What follows belongs to an exercise in optimizing a design on an open flow for small area, a short achievable clock period and few clock cycles; a production flow would make more cautious choices.
Power and IR drop assume default switching activity.

==> flow/design.v <==
module anc_w334_to_gump (
    input  wire        clk,
    input  wire        rst,
    input  wire        in_valid,
    output wire        in_ready,
    input  wire [31:0] in_data,
    input  wire        in_two,
    input  wire        in_last,
    input  wire [12:0] in_loc,
    output wire        out_valid,
    input  wire        out_ready,
    output wire [31:0] out_data,
    output wire [1:0]  out_cnt
);
    localparam S  = 132;         
    localparam [7:0] SM1 = S - 1;
    localparam [7:0] SM2 = S - 2;
    localparam [7:0] SM3 = S - 3;
    function [7:0] modsub(input [7:0] a, input [7:0] b);
        reg [8:0] d;
        begin
            d = {1'b0, a} - {1'b0, b};
            modsub = d[8] ? d[7:0] + S : d[7:0];
        end
    endfunction
    reg  [15:0] ring [0:S-1];
    wire [15:0] rw = ring[S-1];      
    wire [15:0] rt = ring[S-2];      
    reg  [7:0] now;                  
    wire [7:0] now_inc = (now == SM1) ? 8'd0 : now + 8'd1;
    reg [12:0] q_loc0, q_loc1, q_loc2;
    reg [7:0]  q_th1, q_th2;
    reg [1:0]  q_cnt;
    reg [7:0]  hage;
    wire q_head = (q_cnt != 2'd0);
    wire patch  = q_head && (hage[2:0] == 3'd0);       
    wire patch0 = patch && (hage[7:3] == 5'd0);
    wire h_tap  = q_head && (hage == SM1);             
    reg  [7:0] p_r;                  
    reg  [7:0] occ;                  
    reg  [5:0] ccnt;                 
    reg  [7:0] rj;                   
    reg  [7:0] rlast;                
    reg        rpar;                 
    reg  [7:0] rsum;
    reg  [6:0] rline;
    reg        ovalid;
    reg  [15:0] odata;
    reg        ocnt;
    wire r_start = (rj == 8'd0);
    wire c_z     = (ccnt == 6'd0);
    wire r_byp   = r_start && c_z && h_tap;
    wire r_ok    = !r_start || !c_z || h_tap;
    wire occ_z   = (occ == 8'd0);
    wire rd_pre  = (p_r == SM2) && !occ_z && r_ok;
    wire rd      = rd_pre && (!ovalid || out_ready);
    wire r_fin   = (rj == rlast) && (rj[7:2] != 6'd0 || rj[1:0] == 2'd3);
    wire [12:0] rloc = c_z ? q_loc0 : rt[12:0];
    wire [7:0]  rsum_a = rsum + rt[7:0];
    wire [7:0]  rsum_b = rsum_a + rt[15:8];
    reg        in_ready_r;
    reg  [7:0] p_w;                  
    reg  [8:0] wcount;               
    reg  [7:0] lo;                   
    reg        flushp;               
    reg  [7:0] dc;
    reg  [7:0] th;                   
    reg  [7:0] nsw;                  
    reg        rej_r;                
    reg  [7:0] e_th;
    reg  [7:0] e_nsw;
    assign in_ready = in_ready_r;
    wire take = in_valid && in_ready_r;
    wire [7:0] wa = in_data[7:0];
    wire [7:0] wb = in_data[23:16];
    wire       has_lo  = wcount[0];
    wire       discard = (wcount >= 9'd262);
    wire       w_at    = (p_w == SM1);
    wire       nsw_z   = (nsw == 8'd0);
    wire eq1  = (wcount == {1'b0, dc} + 9'd6);
    wire eq2  = (wcount == {1'b0, dc} + 9'd5);
    wire dc_k = (wcount >= 9'd6);
    wire w5   = (wcount == 9'd5);
    wire len_ok = dc_k ? (in_two ? eq2 : eq1) : (w5 && in_two && (wa == 8'd0));
    wire end_pkt = take && in_last;
    wire reject  = end_pkt && (discard || !len_ok);
    wire accept  = end_pkt && !reject;
    wire bw       = has_lo || in_two || in_last;        
    wire wr_beat  = take && !discard && bw;
    wire occ_S    = (occ == S);
    wire wr_flush = flushp && !rej_r && w_at && !occ_S;
    wire wr       = wr_beat || wr_flush;
    wire [15:0] wslot = has_lo ? {wa, lo} : {wb, wa};
    always @(posedge clk)
        ring[0] <= wr_beat ? wslot : (patch0 ? {rw[15:13], q_loc0} : rw);
    genvar gi;
    generate
        for (gi = 1; gi < S; gi = gi + 1) begin : g_ring
            if (gi % 8 == 0) begin : g_patch
                always @(posedge clk)
                    ring[gi] <= (patch && hage[7:3] == gi / 8) ?
                                {ring[gi-1][15:13], q_loc0} : ring[gi-1];
            end else begin : g_plain
                always @(posedge clk)
                    ring[gi] <= ring[gi-1];
            end
        end
    endgenerate
    wire       pop   = patch || (rd && r_byp);
    wire [7:0] hpos  = modsub(now, e_th);              
    wire [7:0] occ_p1 = occ + 8'd1;
    wire [7:0] occ_m1 = occ - 8'd1;
    wire [7:0] occ_r  = occ - e_nsw;                   
    wire [7:0] occ_rm = occ_r - 8'd1;
    wire [7:0] occ_n  = rej_r ? (rd ? occ_rm : occ_r) :
                        (wr && !rd) ? occ_p1 :
                        (rd && !wr) ? occ_m1 : occ;
    wire occ_1   = (occ == 8'd1);
    wire occ_Sm1 = (occ == SM1);
    wire empty_n = rej_r ? ((occ_r == 8'd0) || ((occ_r == 8'd1) && rd)) :
                   (occ_z && (wr == rd)) || (occ_1 && rd && !wr);
    wire full_n  = rej_r ? ((occ_r == S) && !rd) :
                   (occ_S && (wr == rd)) || (occ_Sm1 && wr && !rd);
    wire flushp_n = (flushp && !wr_flush && !rej_r) || (accept && has_lo && in_two);
    wire realign  = empty_n && (end_pkt || (nsw_z && !wr_beat)) && !flushp_n;
    wire [7:0] p_w_inc = (p_w == SM1) ? 8'd0 : p_w + 8'd1;
    wire [7:0] p_r_inc = (p_r == SM1) ? 8'd0 : p_r + 8'd1;
    wire       w_at_n  = realign || (rej_r ? (hpos == SM1) : (wr || (p_w == SM2)));
    wire [8:0] wc_p1 = wcount + 9'd1;
    wire [8:0] wc_p2 = wcount + 9'd2;
    wire       disc_n = !end_pkt && (discard || (take && ((wcount >= 9'd261) ||
                                                          (wcount == 9'd260 && in_two))));
    wire q3 = (q_cnt == 2'd3);
    wire q2 = (q_cnt == 2'd2);
    wire qfull_n = (q3 && (accept == pop)) || (q2 && accept && !pop);
    wire [7:0] hage_inc = (hage == SM1) ? 8'd0 : hage + 8'd1;
    wire [7:0] age_1    = modsub(now_inc, q_th1);      
    wire [7:0] age_new  = modsub(now_inc, th);         
    wire [1:0] q_left   = q_cnt - {1'b0, pop};         
    wire [7:0] hage_n   = (pop && q_cnt != 2'd1) ? age_1 :
                          (q_left == 2'd0)        ? age_new : hage_inc;
    always @(posedge clk) begin
        if (rst) begin
            now        <= 8'd0;
            q_cnt      <= 2'd0;
            p_r        <= SM1;
            p_w        <= SM1;
            occ        <= 8'd0;
            ccnt       <= 6'd0;
            rj         <= 8'd0;
            ovalid     <= 1'b0;
            wcount     <= 9'd0;
            flushp     <= 1'b0;
            nsw        <= 8'd0;
            rej_r      <= 1'b0;
            in_ready_r <= 1'b1;
        end else begin
            now <= now_inc;
            if (pop) begin
                q_loc0 <= q_loc1;  q_loc1 <= q_loc2;
                q_th1  <= q_th2;
            end
            if (accept) begin
                case (q_left)
                    2'd0: q_loc0 <= in_loc;
                    2'd1: begin q_loc1 <= in_loc; q_th1 <= th; end
                    default: begin q_loc2 <= in_loc; q_th2 <= th; end
                endcase
            end
            q_cnt <= q_left + {1'b0, accept};
            hage  <= hage_n;
            if (patch && !(rd && r_start && !r_byp))
                ccnt <= ccnt + 6'd1;
            else if (!patch && rd && r_start && !r_byp)
                ccnt <= ccnt - 6'd1;
            if (out_ready)
                ovalid <= 1'b0;
            if (rd) begin
                ovalid <= 1'b1;
                ocnt   <= 1'b1;
                rj     <= r_fin ? 8'd0 : rj + 8'd1;
                case (rj)
                    8'd0: begin
                        odata <= {2'b10, rloc[11], rloc[12], rloc[10:7], 8'hFF};
                        rline <= rloc[6:0];
                    end
                    8'd1: begin
                        odata <= {rt[15:8], 1'b0, rline};
                        rsum  <= rt[15:8];
                    end
                    8'd2: begin
                        odata <= rt;
                        rsum  <= rsum_b;
                        rlast <= {1'b0, rt[15:9]} + 8'd3;
                        rpar  <= rt[8];
                    end
                    default: begin
                        rsum <= rsum_b;
                        if (!r_fin)
                            odata <= rt;
                        else if (rpar)
                            odata <= {rsum_a, rt[7:0]};
                        else begin
                            odata <= {8'h00, rsum};
                            ocnt  <= 1'b0;
                        end
                    end
                endcase
            end
            occ <= occ_n;
            if (take)
                lo <= has_lo ? wb : wa;
            if (take && w5)
                dc <= wa;
            if (take && in_two && (wcount == 9'd4))
                dc <= wb;
            if (wr_beat && nsw_z)
                th <= now;
            if (end_pkt) begin
                e_th  <= nsw_z ? now : th;
                e_nsw <= wr_beat ? nsw + 8'd1 : nsw;
            end
            if (end_pkt)
                wcount <= 9'd0;
            else if (take && !discard)
                wcount <= in_two ? wc_p2 : wc_p1;
            if (end_pkt)
                nsw <= 8'd0;
            else if (wr_beat)
                nsw <= nsw + 8'd1;
            flushp <= flushp_n;
            rej_r  <= reject;
            if (realign)
                p_w <= SM1;
            else if (rej_r)
                p_w <= hpos;
            else if (!wr)
                p_w <= p_w_inc;
            if (realign)
                p_r <= SM1;
            else if (!rd)
                p_r <= p_r_inc;
            in_ready_r <= !reject && (disc_n || (w_at_n && !full_n && !flushp_n && !qfull_n));
        end
    end
    assign out_valid = ovalid;
    assign out_data  = {16'b0, odata};
    assign out_cnt   = {1'b0, ocnt};
endmodule
Settings: LEC_CHECK=0, CAP_MARGIN=20, CORE_MARGIN=2, CORE_UTILIZATION=40, SLEW_MARGIN=20; clock period 10.0 ns.
run.sh (not shown) runs the stock make flow with config.mk's settings and CLKGATE_MAP_FILE= SYNTH_SCRIPT=/design/flow/synth_recipe.tcl, a recipe that flattens the netlist after the stock synthesis.
The first run finished with timing, DRC and antenna clean.
Rerun with:
--- a/flow/design.v
+++ b/flow/design.v
@@ -30,10 +30,11 @@
     wire [7:0] now_inc = (now == SM1) ? 8'd0 : now + 8'd1;
     reg [12:0] q_loc0, q_loc1, q_loc2;
     reg [7:0]  q_th1, q_th2;
     reg [1:0]  q_cnt;
     reg [7:0]  hage;
+    reg        hread;            
     wire q_head = (q_cnt != 2'd0);
     wire patch  = q_head && (hage[2:0] == 3'd0);       
     wire patch0 = patch && (hage[7:3] == 5'd0);
     wire h_tap  = q_head && (hage == SM1);             
     reg  [7:0] p_r;                  
@@ -104,11 +105,15 @@
                 always @(posedge clk)
                     ring[gi] <= ring[gi-1];
             end
         end
     endgenerate
-    wire       pop   = patch || (rd && r_byp);
+    wire       pop   = patch;
+    wire       c_inc = patch && !hread;
+    wire       c_dec = rd && r_start && !r_byp;
+    wire [5:0] ccnt_p1 = ccnt + 6'd1;
+    wire [5:0] ccnt_m1 = ccnt - 6'd1;
     wire [7:0] hpos  = modsub(now, e_th);              
     wire [7:0] occ_p1 = occ + 8'd1;
     wire [7:0] occ_m1 = occ - 8'd1;
     wire [7:0] occ_r  = occ - e_nsw;                   
     wire [7:0] occ_rm = occ_r - 8'd1;
@@ -146,10 +151,11 @@
             p_r        <= SM1;
             p_w        <= SM1;
             occ        <= 8'd0;
             ccnt       <= 6'd0;
             rj         <= 8'd0;
+            hread      <= 1'b0;
             ovalid     <= 1'b0;
             wcount     <= 9'd0;
             flushp     <= 1'b0;
             nsw        <= 8'd0;
             rej_r      <= 1'b0;
@@ -167,14 +173,18 @@
                     default: begin q_loc2 <= in_loc; q_th2 <= th; end
                 endcase
             end
             q_cnt <= q_left + {1'b0, accept};
             hage  <= hage_n;
-            if (patch && !(rd && r_start && !r_byp))
-                ccnt <= ccnt + 6'd1;
-            else if (!patch && rd && r_start && !r_byp)
-                ccnt <= ccnt - 6'd1;
+            if (c_inc && !c_dec)
+                ccnt <= ccnt_p1;
+            else if (c_dec && !c_inc)
+                ccnt <= ccnt_m1;
+            if (pop)
+                hread <= 1'b0;
+            else if (rd && r_byp)
+                hread <= 1'b1;
             if (out_ready)
                 ovalid <= 1'b0;
             if (rd) begin
                 ovalid <= 1'b1;
                 ocnt   <= 1'b1;
Outcome: Setup slack stays flat; register-to-register slack gets better by 530 ps; synthesized area stays flat; via count hardly moves; clock power went down by 3.8%; clock skew stays flat; die area barely changes; combinational power went up by 27%.
No functional check of the RTL was part of any run of this note.

-- port drivers added, routing unchanged --
How much do the figures lean on ideal ports? The routed layouts below were timed once more, with nothing changed but the port constraints. Step 1 sets driving cells, clkbuf_16 on the clock port and buf_2 on the other inputs (assumed; they add their load-dependent delay and slew). Step 2 times the ports against the registers' clock, not the clock port: input delays grow and output delays shrink by t, the midpoint of the rising clock arrivals with the driver on. a / b / c = no drivers / after step 1 / after step 2; a / b = the first two.
run	t (ns)	slack for setup (ns)	cell pins on the clock port's net
the first run	0.863	4.660 / 4.710 / 3.846	1
the second run	0.858	4.657 / 4.706 / 3.848	1
After both steps every run listed still meets setup and hold. The setup slack of the first run, which loses most, moves by +0.050 ns with the drivers and by -0.814 ns with both steps.
